Context: an optimization exercise on an open-source flow, tuned for small area, a short achievable clock period and few clock cycles. The choices shown serve that exercise and are no tape-out recipe. Function was checked by simulation only, so behaviour that the tests miss may differ from the original. No activity file was given, so power comes from the tool's default toggle rates.

// scc_core
module scc_core (
    input  wire        clk,
    input  wire        rst,
    input  wire        cmd_valid,
    output wire        cmd_ready,
    input  wire [63:0] cmd_word,
    output wire        rsp_valid,
    input  wire        rsp_ready,
    output wire [63:0] rsp_word,
    output wire        prim_valid,
    output wire [3:0]  prim_kind,
    output wire [15:0] prim_addr,
    output wire [31:0] prim_arg,
    input  wire        prim_ack,
    input  wire        prim_fail,
    input  wire [7:0]  prim_rdata,
    output wire [1:0]  st_pst,
    output wire        st_strm,
    output wire        st_inited,
    output wire [2:0]  st_gpio_lvl,
    output wire [2:0]  st_gpio_dir,
    output wire        st_clk_en,
    output wire [31:0] st_clk_hz,
    output wire [3:0]  st_rail_en
);
Size: roughly 1600 cells after synthesis, roughly 130 flip-flops, about 0.010 mm2 of cells after synthesis.
export LEC_CHECK = 0
export ABC_AREA = 1
export CAP_MARGIN = 20
export CORE_MARGIN = 2
export CORE_UTILIZATION = 55
export CTS_BUF_LIST = sky130_fd_sc_hd__clkbuf_4 sky130_fd_sc_hd__clkbuf_8
export SLEW_MARGIN = 20
export SKIP_REPAIR_TIE_FANOUT = 1
create_clock -name core_clock -period 10.0 [get_ports {clk}]
standard.sh (not shown) runs the stock make flow with config.mk's settings and CLKGATE_MAP_FILE= SYNTH_SCRIPT=/design/flow/synth_recipe.tcl, a recipe that flattens the netlist after the stock synthesis.
==> flow/flow/run.sh <==
#!/bin/bash
set -euo pipefail
export SETUP_SLACK_MARGIN=6
export BUFFER_PORTS_ARGS="-buffer_cell sky130_fd_sc_hd__buf_1"
echo 'export DONT_USE_CELLS += sky130_fd_sc_hd__ha_1 sky130_fd_sc_hd__ha_2 sky130_fd_sc_hd__ha_4 sky130_fd_sc_hd__fa_1 sky130_fd_sc_hd__fa_2 sky130_fd_sc_hd__fa_4' >> config.mk
echo 'export SKIP_REPAIR_TIE_FANOUT = 1' >> config.mk
bash standard.sh > flow_make.log 2>&1
The starting point produced a clean layout.
Testbench counts at the start, summed over its fixed seeds: cycles 21,737.
Next try:
--- a/flow/flow/run.sh
+++ b/flow/flow/run.sh
@@ -2,3 +2,3 @@
 set -euo pipefail
-export SETUP_SLACK_MARGIN=6
+export SETUP_SLACK_MARGIN=6.55
 export BUFFER_PORTS_ARGS="-buffer_cell sky130_fd_sc_hd__buf_1"
Wire length is about the same. Power goes up by about 1.1%. Combinational power goes up by about 6%. Final area goes up by 5.2%. Setup slack gains 430 ps. Synthesized area does not change. Via count goes up by 2.8%. Clock power barely changes. Cell count goes up by about 2.2%. Clock-buffer cell count goes down by 1. Non-clock buffer count goes up by 41.
Next try:
--- a/flow/flow/run.sh
+++ b/flow/flow/run.sh
@@ -2,3 +2,3 @@
 set -euo pipefail
-export SETUP_SLACK_MARGIN=6.55
+export SETUP_SLACK_MARGIN=6.4
 export BUFFER_PORTS_ARGS="-buffer_cell sky130_fd_sc_hd__buf_1"
What happened: Flip-flop and latch count is unchanged. Total power went down by 0.75%. Critical path depth went up by 1. Setup slack got worse by 180 ps. Hold slack stays flat. Count of clock-buffer cells in the layout went up by 1. Design area went down by 2.9%.
Next try:
--- a/flow/flow/run.sh
+++ b/flow/flow/run.sh
@@ -2,3 +2,3 @@
 set -euo pipefail
-export SETUP_SLACK_MARGIN=6.4
+export SETUP_SLACK_MARGIN=6
 export BUFFER_PORTS_ARGS="-buffer_cell sky130_fd_sc_hd__buf_1"
--- a/flow/config.mk
+++ b/flow/config.mk
@@ -7,3 +7,2 @@
 export LEC_CHECK = 0
-export ABC_AREA = 1
 export CAP_MARGIN = 20
=> Die area climbs slightly; setup slack degrades by 410 ps; count of clock-buffer cells in the layout is unchanged; cell count went down by roughly a tenth; area after synthesis is higher slightly; via count hardly moves; synthesized cell count decreases by roughly a tenth.

---

Another version of the RTL of scc_core (not shown whole).
Size in the first run: about 1400 cells after synthesis, about 10000 um2 of cells after synthesis.
export LEC_CHECK = 0
export CAP_MARGIN = 20
export CORE_MARGIN = 2
export CORE_UTILIZATION = 55
export CTS_BUF_LIST = sky130_fd_sc_hd__clkbuf_4 sky130_fd_sc_hd__clkbuf_8
export SLEW_MARGIN = 20
create_clock -name core_clock -period 10.0 [get_ports {clk}]
==> flow/flow/run.sh <==
#!/bin/bash
set -euo pipefail
export SETUP_SLACK_MARGIN=6
export BUFFER_PORTS_ARGS="-buffer_cell sky130_fd_sc_hd__buf_1"
echo 'export DONT_USE_CELLS += sky130_fd_sc_hd__ha_1 sky130_fd_sc_hd__ha_2 sky130_fd_sc_hd__ha_4 sky130_fd_sc_hd__fa_1 sky130_fd_sc_hd__fa_2 sky130_fd_sc_hd__fa_4' >> config.mk
bash standard.sh > flow_make.log 2>&1
The starting point passed the timing, design-rule and antenna checks.
Testbench counts at the start, summed over its fixed seeds: cycles 21,737.
Rerun with:
--- a/flow/flow/run.sh
+++ b/flow/flow/run.sh
@@ -3 +3 @@
-export SETUP_SLACK_MARGIN=6
+export SETUP_SLACK_MARGIN=6.25
Effect: Synthesized area does not change. Hold slack hardly moves. Combinational power rose by a few percent. Utilization is higher by 2.9 points. Cell area rises by a few percent. Count of clock-buffer cells in the layout is unchanged. Global-route usage rises by 1.9 points.
Rerun with:
--- a/flow/flow/run.sh
+++ b/flow/flow/run.sh
@@ -3 +3 @@
-export SETUP_SLACK_MARGIN=6.25
+export SETUP_SLACK_MARGIN=6
@@ -5,0 +6 @@
+echo 'export SKIP_REPAIR_TIE_FANOUT = 1' >> config.mk
--- a/flow/config.mk
+++ b/flow/config.mk
@@ -13,0 +14 @@
+export SKIP_REPAIR_TIE_FANOUT = 1
Result:
- The changed run ran to the end with no violations
- power goes down by 0.73%
- maximum frequency goes down by about 2.3%
- count of clock-buffer cells in the layout is unchanged
- global-route usage goes down by 1.0 points
- core utilization goes down by 5.1 points
- final cell count goes down by about 6%
- hold slack stays flat
- synthesized area stays the same
- flip-flop and latch count does not change
- critical path depth is unchanged

---

== build 27 ==
RTL: one of the versions met above, not the one the previous note started from.
Size in the first run: roughly 1600 cells after synthesis, roughly 130 flip-flops.
==> flow/config.mk <==
export PLATFORM = sky130hd
export DESIGN_NAME = scc_core
export DESIGN_NICKNAME = scc_core
export VERILOG_FILES = /design/flow/design.v
export SDC_FILE = /design/flow/constraint.sdc
export NUM_CORES = 4
export LEC_CHECK = 0
export ABC_AREA = 1
export CAP_MARGIN = 20
export CORE_MARGIN = 2
export CORE_UTILIZATION = 55
export CTS_BUF_LIST = sky130_fd_sc_hd__clkbuf_4 sky130_fd_sc_hd__clkbuf_8
export SLEW_MARGIN = 20
export DONT_USE_CELLS += sky130_fd_sc_hd__ha_1 sky130_fd_sc_hd__ha_2 sky130_fd_sc_hd__ha_4 sky130_fd_sc_hd__fa_1 sky130_fd_sc_hd__fa_2 sky130_fd_sc_hd__fa_4
export SKIP_REPAIR_TIE_FANOUT = 1
==> flow/constraint.sdc <==
create_clock -name core_clock -period 10.0 [get_ports {clk}]
set_input_delay 2.0000 -clock core_clock [delete_from_list [all_inputs] [get_ports {clk}]]
set_output_delay 2.0000 -clock core_clock [all_outputs]
set_load 0.01 [all_outputs]
==> flow/flow/run.sh <==
#!/bin/bash
set -euo pipefail
export SETUP_SLACK_MARGIN=6.8
export BUFFER_PORTS_ARGS="-buffer_cell sky130_fd_sc_hd__buf_1"
echo 'export DONT_USE_CELLS += sky130_fd_sc_hd__ha_1 sky130_fd_sc_hd__ha_2 sky130_fd_sc_hd__ha_4 sky130_fd_sc_hd__fa_1 sky130_fd_sc_hd__fa_2 sky130_fd_sc_hd__fa_4' >> config.mk
echo 'export SKIP_REPAIR_TIE_FANOUT = 1' >> config.mk
bash standard.sh > flow_make.log 2>&1
Build 27 reached the end of the flow, and the finished layout is clean on the timing, design-rule and antenna checks.
Testbench counts of build 27, summed over its fixed seeds: cycles 21,737.
Setup changes, build 27 to build 93
--- a/flow/flow/run.sh
+++ b/flow/flow/run.sh
@@ -3 +3 @@
-export SETUP_SLACK_MARGIN=6.8
+export SETUP_SLACK_MARGIN=6
--- a/flow/config.mk
+++ b/flow/config.mk
@@ -8 +7,0 @@
-export ABC_AREA = 1
@@ -12,0 +12,2 @@
+export CTS_CLUSTER_DIAMETER = 100
+export CTS_CLUSTER_SIZE = 30
## What came out
- Per the final summary, build 93 finished and its layout is clean on timing, DRC and antenna.
- Build 93: worst hold slack higher than build 27
- Going from build 27 to build 93, met2 demand-to-capacity share in global routing now sits lower, sequential portion of the cell area now larger.
- Build 27 ended up with nand2_1 as its most common library cell in the layout ignoring fill and taps; build 93 ended up with buf_1.
Inputs modified between build 93 and build 19:
--- a/flow/flow/run.sh
+++ b/flow/flow/run.sh
@@ -3 +3 @@
-export SETUP_SLACK_MARGIN=6
+export SETUP_SLACK_MARGIN=6.4
--- a/flow/config.mk
+++ b/flow/config.mk
@@ -7,0 +8 @@
+export ABC_AREA = 1
@@ -10 +11 @@
-export CORE_UTILIZATION = 55
+export CORE_UTILIZATION = 60
@@ -12,2 +12,0 @@
-export CTS_CLUSTER_DIAMETER = 100
-export CTS_CLUSTER_SIZE = 30
[summary]
Max freq build 93 -> build 19: improved
Build 93 and build 19 ended up with roughly the same combinational group share of total power.
Delta (build 19 minus build 93): number of cells on the critical path went up, DRC violations left did not really move.
Power after layout: higher on build 93
Compare build 93 and build 19 | global-route usage higher: build 19
Detail-routed net length per standard cell came out lower on build 19 than on build 93.
Build 19 against build 93; total of fill cells in the finished design is down by more than 10%.
Max total setup buffers inserted after CTS across build 93 and build 19: build 19
In build 19, the number of tapcells came out 9 below the value in build 93.
Input changes introduced in build 65 (baseline for comparison: build 19):
--- a/flow/flow/run.sh
+++ b/flow/flow/run.sh
@@ -3 +3 @@
-export SETUP_SLACK_MARGIN=6.4
+export SETUP_SLACK_MARGIN=6.5
--- a/flow/config.mk
+++ b/flow/config.mk
@@ -8 +7,0 @@
-export ABC_AREA = 1
@@ -11 +10 @@
-export CORE_UTILIZATION = 60
+export CORE_UTILIZATION = 55
Results
Synthesized cell count came out lower on build 65 than on build 19.
Measured against build 65, the area occupied by multi-input gates of build 19 comes out at 0.814 times the reference value.
Compare build 65 and build 19 | routed length on met3 higher: build 65
Build 19 → build 65: power +about 2.4%, clock-buffer cell count +2, initial core utilization -4.7 points.

[what the ideal ports hide]
The results above use ideal ports. As a check the final layouts listed here were re-extracted and re-timed, cells and wires unchanged. Step 1, drivers: a clkbuf_16 drives clk and a buf_2 each remaining input, both assumed. Step 2 adds t to the input delays and takes it off the output delays; t is the mean of the earliest and latest rising clock arrival at the registers after step 1. Input paths then give back, and output paths get back, about the clock's delay inside the block. a / b / c = no drivers / after step 1 / after step 2; a / b = the first two.
run | t (ns) | slack for setup (ns) | worst setup path after step 2
the first run of note 1 | 0.506 | 6.183 / 6.198 / 5.692 | input to register
the second run of note 1 | 0.497 | 6.609 / 6.587 / 6.125 | input to register
the third run of note 1 | 0.504 | 6.426 / 6.400 / 5.942 | input to register
the fourth run of note 1 | 0.494 | 6.011 / 6.020 / 5.526 | input to register
the first run of note 2 | 0.502 | 5.958 / 5.939 / 5.438 | input to register
the second run of note 2 | 0.492 | 6.129 / 6.148 / 5.656 | input to register
the third run of note 2 | 0.510 | 6.036 / 6.058 / 5.549 | input to register
build 27 | 0.510 | 6.628 / 6.586 / 6.203 | input to register
build 93 | 0.494 | 6.011 / 6.020 / 5.526 | input to register
build 19 | 0.511 | 6.426 / 6.447 / 5.936 | input to register
build 65 | 0.494 | 6.176 / 6.155 / 5.661 | input to register
After both steps setup and hold are still met in every run listed. The setup slack of the first run of note 2, which loses most, moves by -0.019 ns with the drivers and by -0.520 ns with both steps.
